Background: an optimization exercise with open tools, aiming at a short achievable clock period and few clock cycles per item. Do not read the settings as production practice.
In this exercise RTL edits were held to simulation tests only and were not proved equivalent to the original.
Power is estimated from default activity; no workload was simulated.

### flow/design.v
module tms1100_core (
    input  wire        clk,
    input  wire        rst,         
    output wire [10:0] rom_addr,    
    input  wire [7:0]  rom_data,    
    input  wire [3:0]  k_in,        
    output wire [4:0]  o_out,       
    output wire [10:0] r_out,       
    output wire        retire       
);
    localparam ST_FETCH = 1'b0;
    localparam ST_EXEC  = 1'b1;
    reg        state;
    reg [1:0]  x;
    reg [3:0]  y;
    reg [3:0]  a;
    reg        s;
    reg        sl;
    reg [4:0]  o;
    reg [10:0] r;
    reg [3:0]  pa, pb;
    reg [5:0]  pc;
    reg [5:0]  sr;
    reg        cl;
    reg        ca, cb, cs;
    reg [3:0]  ram [0:63];
    assign rom_addr = {ca, pa, pc};
    assign o_out    = o;
    assign r_out    = r;
    assign retire   = (state == ST_EXEC);
    wire [7:0] op   = rom_data;
    wire [3:0] c4   = {op[0], op[1], op[2], op[3]};    
    wire [1:0] cx   = {op[1], op[2]};                  
    wire [1:0] bidx = {op[0], op[1]};                  
    wire [5:0] t6   = op[5:0];
    wire [5:0] ram_addr = {x, y};
    wire [3:0] m        = ram[ram_addr];
    wire [5:0] pc_inc   = pc + 6'd1;
    reg [1:0]  x_n;
    reg [3:0]  y_n, a_n;
    reg        s_n, sl_n;
    reg [4:0]  o_n;
    reg [10:0] r_n;
    reg [3:0]  pa_n, pb_n;
    reg [5:0]  pc_n, sr_n;
    reg        cl_n, ca_n, cb_n, cs_n;
    reg        ram_we;
    reg [3:0]  ram_wd;
    reg [4:0]  sum;
    always @(*) begin
        x_n    = x;
        y_n    = y;
        a_n    = a;
        s_n    = 1'b1;           
        sl_n   = sl;
        o_n    = o;
        r_n    = r;
        pa_n   = pa;
        pb_n   = pb;
        pc_n   = pc_inc;         
        sr_n   = sr;
        cl_n   = cl;
        ca_n   = ca;
        cb_n   = cb;
        cs_n   = cs;
        ram_we = 1'b0;
        ram_wd = 4'd0;
        sum    = 5'd0;
        casez (op)
            8'h00: s_n = (m != a);                                
            8'h01: begin                                          
                sum = {1'b0, m} + {1'b0, ~a} + 5'd1;
                s_n = sum[4];
            end
            8'h02: begin                                          
                s_n  = (y != a);
                sl_n = (y != a);
            end
            8'h03: begin                                          
                ram_we = 1'b1;
                ram_wd = a;
                a_n    = m;
            end
            8'h04: begin                                          
                sum = {1'b0, y} + 5'd15;
                s_n = sum[4];
                y_n = sum[3:0];
            end
            8'h05: begin                                          
                sum = {1'b0, y} + 5'd1;
                s_n = sum[4];
                y_n = sum[3:0];
            end
            8'h06: begin                                          
                sum = {1'b0, a} + {1'b0, m};
                s_n = sum[4];
                a_n = sum[3:0];
            end
            8'h07: begin                                          
                sum = {1'b0, m} + 5'd15;
                s_n = sum[4];
                a_n = sum[3:0];
            end
            8'h08: a_n = k_in;                                    
            8'h09: x_n = x ^ 2'b10;                               
            8'h0A: o_n = {sl, a};                                 
            8'h0B: cb_n = ~cb;                                    
            8'h0C: if (y <= 4'd10) r_n[y] = 1'b0;                 
            8'h0D: if (y <= 4'd10) r_n[y] = 1'b1;                 
            8'h0E: s_n = (k_in != 4'd0);                          
            8'h0F: begin                                          
                pa_n = pb;
                if (cl) begin
                    ca_n = cs;
                    pc_n = sr;
                    cl_n = 1'b0;
                end
            end
            8'h1?: pb_n = c4;                                     
            8'h20: y_n = a;                                       
            8'h21: a_n = m;                                       
            8'h22: y_n = m;                                       
            8'h23: a_n = y;                                       
            8'h24: begin                                          
                ram_we = 1'b1;
                ram_wd = a;
                sum    = {1'b0, y} + 5'd15;
                s_n    = sum[4];
                y_n    = sum[3:0];
            end
            8'h25: begin                                          
                ram_we = 1'b1;
                ram_wd = a;
                sum    = {1'b0, y} + 5'd1;
                s_n    = sum[4];
                y_n    = sum[3:0];
            end
            8'h26: begin                                          
                ram_we = 1'b1;
                ram_wd = a;
                a_n    = 4'd0;
            end
            8'h27: begin                                          
                ram_we = 1'b1;
                ram_wd = a;
            end
            8'b0010_1???: x_n = cx;                               
            8'b0011_00??: begin                                   
                ram_we       = 1'b1;
                ram_wd       = m;
                ram_wd[bidx] = 1'b1;
            end
            8'b0011_01??: begin                                   
                ram_we       = 1'b1;
                ram_wd       = m;
                ram_wd[bidx] = 1'b0;
            end
            8'b0011_10??: s_n = m[bidx];                          
            8'h3C: begin                                          
                sum = {1'b0, m} + {1'b0, ~a} + 5'd1;
                s_n = sum[4];
                a_n = sum[3:0];
            end
            8'h3D: begin                                          
                sum = {1'b0, ~a} + 5'd1;
                s_n = sum[4];
                a_n = sum[3:0];
            end
            8'h3E: begin                                          
                sum = {1'b0, m} + 5'd1;
                s_n = sum[4];
                a_n = sum[3:0];
            end
            8'h3F: s_n = (m != 4'd0);                             
            8'h4?: y_n = c4;                                      
            8'h5?: s_n = (y != c4);                               
            8'h6?: begin                                          
                ram_we = 1'b1;
                ram_wd = c4;
                y_n    = y + 4'd1;
            end
            8'h7F: a_n = 4'd0;                                    
            8'b0111_0???,
            8'b0111_10??,
            8'b0111_110?,
            8'h7E: begin                                          
                sum = {1'b0, a} + {1'b0, c4} + 5'd1;
                s_n = sum[4];
                a_n = sum[3:0];
            end
            8'b10??_????: begin                                   
                if (s) begin
                    ca_n = cb;
                    pc_n = t6;
                    if (!cl) pa_n = pb;
                end
            end
            default: begin                                        
                if (s) begin
                    if (!cl) begin
                        sr_n = pc_inc;
                        cs_n = ca;
                        pa_n = pb;
                        pb_n = pa;
                        cl_n = 1'b1;
                    end else begin
                        pb_n = pa;
                    end
                    ca_n = cb;
                    pc_n = t6;
                end
            end
        endcase
    end
    integer i;
    always @(posedge clk) begin
        if (rst) begin
            state <= ST_FETCH;
            x     <= 2'd0;
            y     <= 4'd0;
            a     <= 4'd0;
            s     <= 1'b1;
            sl    <= 1'b0;
            o     <= 5'd0;
            r     <= 11'd0;
            pa    <= 4'd0;
            pb    <= 4'd0;
            pc    <= 6'd0;
            sr    <= 6'd0;
            cl    <= 1'b0;
            ca    <= 1'b0;
            cb    <= 1'b0;
            cs    <= 1'b0;
            for (i = 0; i < 64; i = i + 1)
                ram[i] <= 4'hA;
        end else if (state == ST_FETCH) begin
            state <= ST_EXEC;
        end else begin
            state <= ST_FETCH;
            x     <= x_n;
            y     <= y_n;
            a     <= a_n;
            s     <= s_n;
            sl    <= sl_n;
            o     <= o_n;
            r     <= r_n;
            pa    <= pa_n;
            pb    <= pb_n;
            pc    <= pc_n;
            sr    <= sr_n;
            cl    <= cl_n;
            ca    <= ca_n;
            cb    <= cb_n;
            cs    <= cs_n;
            if (ram_we)
                ram[ram_addr] <= ram_wd;
        end
    end
endmodule
### flow/run.sh
#!/bin/bash
# synth_recipe.tcl (not shown) runs the flow's synth.tcl, then flattens the netlist and writes it again
# the make line also repeats each setting of config.mk as NAME=value (left out here)
make -C /OpenROAD-flow-scripts/flow DESIGN_CONFIG=/design/flow/config.mk WORK_HOME=/design/flow/orfs CLKGATE_MAP_FILE= SYNTH_SCRIPT=/design/flow/synth_recipe.tcl finish
### flow/config.mk
export PLATFORM = sky130hd
export DESIGN_NAME = tms1100_core
export DESIGN_NICKNAME = tms1100_core
export VERILOG_FILES = /design/flow/design.v
export SDC_FILE = /design/flow/constraint.sdc
export NUM_CORES = 4
export LEC_CHECK = 0
export CAP_MARGIN = 20
export CORE_MARGIN = 2
export CORE_UTILIZATION = 40
export SLEW_MARGIN = 20
### flow/constraint.sdc
create_clock -name core_clock -period 6.0 [get_ports {clk}]
set_input_delay 1.2000 -clock core_clock [delete_from_list [all_inputs] [get_ports {clk}]]
set_output_delay 1.2000 -clock core_clock [all_outputs]
set_load 0.01 [all_outputs]
==> out/qor.yml <==
outcome: "finished clean"
fmax_ghz: 0.201
total_power_uw: 4840
reg2reg_slack_ns: 1.01
drv_slew: 0
r2r-start: "y[2]$_SDFFE_PP0P_"
synth_edf_count: 256
async_flop_share_pct: 0
peakVddDrop_mv: 0.221
core_um2: 41000
nFillCells: 3806
p_comb_share_pct: 7.4
grt_pass1_wl_um: 75800
dieArea_um2: 43300
synth-seq-cells: 309
min_period_ns: 4.99
port_buffers: 41
die_y_um: 208
tightest_slew_ns: 1.08
diodes: 0
synth_commonest_cells: "edfxtp_1 (256), nor2_1 (217), nand2_1 (216)"
max-cap-violations: 0
final-hold-violation-count: 0
min_period_over_period_pct: 83.1
dp_cells: 2101
power_frac_seq_pct: 49.3
cp.required_ns: 6.42
drc: 0
hold_path_class: "register to register"
final-setup-viol-count: 0
synth_ff_type: "edfxtp_1"
path_max_fanout: 36
internal_power_uw: 3680
synth_simple_gate_area_share_pct: 19.7
io_pins: 42
yosysTopAreaCell: "edfxtp_1"
synth_cell_type_count: 85
drtIter0Drc: 1196
syn_inst: 1623
synth_compound_area_share_pct: 11.9
grt_use_met3_pct: 3.41
switchingPower_uw: 1160
path_class: "register to register"
start_util_pct: 40.7
synth_top_area_share_pct: 46.1
synth_top_cells_by_area: "edfxtp_1 (46%), dfxtp_1 (6.4%), nor2_1 (4.9%), nand2_1 (4.9%), mux2i_1 (4.3%)"
r2r_cells: 16
dr.pass1.iters: 6
ys_seq_area_share_pct: 52.5
layout.cells.non_filler: 2161
synth_fa_ha_area_share_pct: 2.16
crit_arrival_ns: 5.41
yosysWarnings: 1
avgViaCountPerCell: 5.99
grt_pass1_vias: 12500
drive_gt1_share_pct: 12.5
antenna_found_initial: 0
worstReg2RegEnd: "s$_SDFFE_PP1P_"
ant_nets: 0
skew_ns: 0.0323
area_delta_synth_final_pct: 11.2
syn-num-nets: 1664
switching_share_pct: 24.0
dpl.hpwl_um: 32300
htree_levels: 2
clkSinkCount: 309
root_buffer: "clkbuf_16"
synth_top_family_by_area: "simple AND/OR/NAND/NOR gates"
cts-resized-gates: 0
clock_power_share_pct: 43.3
syn_area_um2: 16700
drt_wl_total_um: 49900
die_x_um: 208
yosysMostFrequentCell: "edfxtp_1"
critPathLaunchType: "register"
hold_slack_ns: 0.456
clk_pin_slew_ns: 0.06
vias: 12900
place_ws_ns: 0.997
gp_congestion: 0.901
whs_path_depth: 2
max-slew-margin-rel_pct: 28.0
numCtsBuffers: 35
grt_usage_pct: 22.8
use_met2_pct: 37.7
cts_buffer_depth: 3
synth_mux_area_share_pct: 7.58
grt_max_degree: 67
ctsHoldBuffers: 0
final.setup.tns_ns: 0
insertion_delay_ns: 0.56
nets: 1647
gr-max-usage-layer: "met2"
worstSetupEndpointType: "register"
cts_tree: "yes"
total_leakage_power_uw: 0.00559
rsz0062_at_grt: "false"
grtUsageMet1_pct: 30.5
post_cts_buffers: 0
synth-xor-area-share_pct: 1.42
synth.avg_cell_area_um2: 10.3
powerDensity_nw_per_um2: 261
overflow: 0
rows: 74
layout_setup_ws_ns: 1.01
wl_per_cell_um: 23.1
## worst max-delay path, stage by stage, from the launching register on
cell	delay, ns
dfxtp_4	0.71
buf_4	0.57
mux2_1	0.39
a221o_1	0.33
a22oi_1	0.20
o22ai_1	0.19
nor4b_4	0.50
inv_1	0.30
ha_1	0.42
a21oi_1	0.16
nor2_1	0.07
o31ai_1	0.20
o211ai_1	0.14
a21oi_1	0.17
nand4_1	0.12
a311oi_1	0.25
o22ai_1	0.11
## layout by cell type, fill, tap and decap left out, types with 40 or more instances in the layout
cell type,n
o21ai_0,65
mux2i_1,72
edfxtp_1,256
nor2_1,216
a21oi_1,52
nand2_2,60
nand3_1,40
clkdlybuf4s50_1,40
dfxtp_1,50
nand2_1,216
nor3_1,84
## final cells by class
type	count	area [um2]	share of cell area, %
flip-flops and latches	309	8760	47.2
multi-input cells	1153	7150	38.6
well taps	532	666	3.59
inverters	26	97.6	0.526
repair buffers	81	768	4.14
clock buffers	44	951	5.13
clock inverters	16	146	0.790
## routing by layer
metal	routed length, um	vias up
li1	-	5880
met1	20300	6337
met2	23800	616
met3	4100	113
met4	1650	0
met5	0	-
## metrics by stage
step	utilization, %	instance area (um2)
finish	45.2	18500
floorplan	-	16700
CTS	45.2	18500
detailed placement	42.5	17400
global placement	42.5	17400
global route	45.2	18500
## kinds of logic (layout without fill, tap and decap cells)
| group | count (synthesis) | count (layout) |
|---|---|---|
| and+or+nand+nor | 707 | 707 |
| DFF | 309 | 309 |
| buffers and inverters | 161 | 167 |
| AOI/OAI and AO/OA | 284 | 284 |
| muxes | 108 | 108 |
| xor gates and xnor gates | 27 | 27 |
| adders and majority gates | 27 | 27 |
## state kept, by name, indices dropped and copies added, names as in the netlist, named ones only
register  count
a             4
ca            1
cb            1
cl            1
cs            1
o             5
pa            4
pb            4
pc            6
ram         256
s             1
sl            1
sr            6
state         1
x             2
y             4
## power groups by stage
stage	Sequential (uW)	Combinational, uW	Clock (uW)
detailed placement	2430	354	0
global placement	2430	352	0
floorplan	2410	253	0
CTS	2390	356	2130
finish	2390	360	2100
global route	2390	388	2210
## worst max-delay path by stage
stage                      start                       end  slack (ns)  depth (start not counted)
2_1_floorplan  y[1]$_SDFFE_PP0P_         a[3]$_SDFFE_PP0P_        2.23                         18
3_3_place_gp         rom_data[3]  ram[12][1]$_SDFFCE_PN1P_        1.11                          9
3_5_place_dp         rom_data[5]  ram[13][1]$_SDFFCE_PN1P_         1.0                          8
4_1_cts        y[2]$_SDFFE_PP0P_            s$_SDFFE_PP1P_        1.11                         16
5_1_grt        y[2]$_SDFFE_PP0P_            s$_SDFFE_PP1P_        0.77                         16
6_report       y[2]$_SDFFE_PP0P_            s$_SDFFE_PP1P_        1.01                         16
Testbench counts, summed over its fixed seeds: cycles 128,000, instructions 64,000.

[re-timing with driven ports]
How much do the figures lean on ideal ports? The routed layout below was timed once more, with nothing changed but the port constraints. Step 1 sets driving cells, clkbuf_16 on the clock port and buf_2 on the other inputs (assumed; they add their load-dependent delay and slew). Step 2 adds t to the input delays and takes it off the output delays; t is the mean of the earliest and latest rising clock arrival at the registers after step 1. Input paths then give back, and output paths get back, about the clock's delay inside the block. Slacks: ideal / step 1 / step 2; pairs: ideal / step 1.
shift t [ns]: 0.593
setup WS [ns]: 1.013 / 1.013 / 0.934
worst setup path after step 2: input to register
After both steps this run still meets setup and hold. For this run, drivers alone change the setup slack by 0.000 ns; drivers and shift together by -0.079 ns.
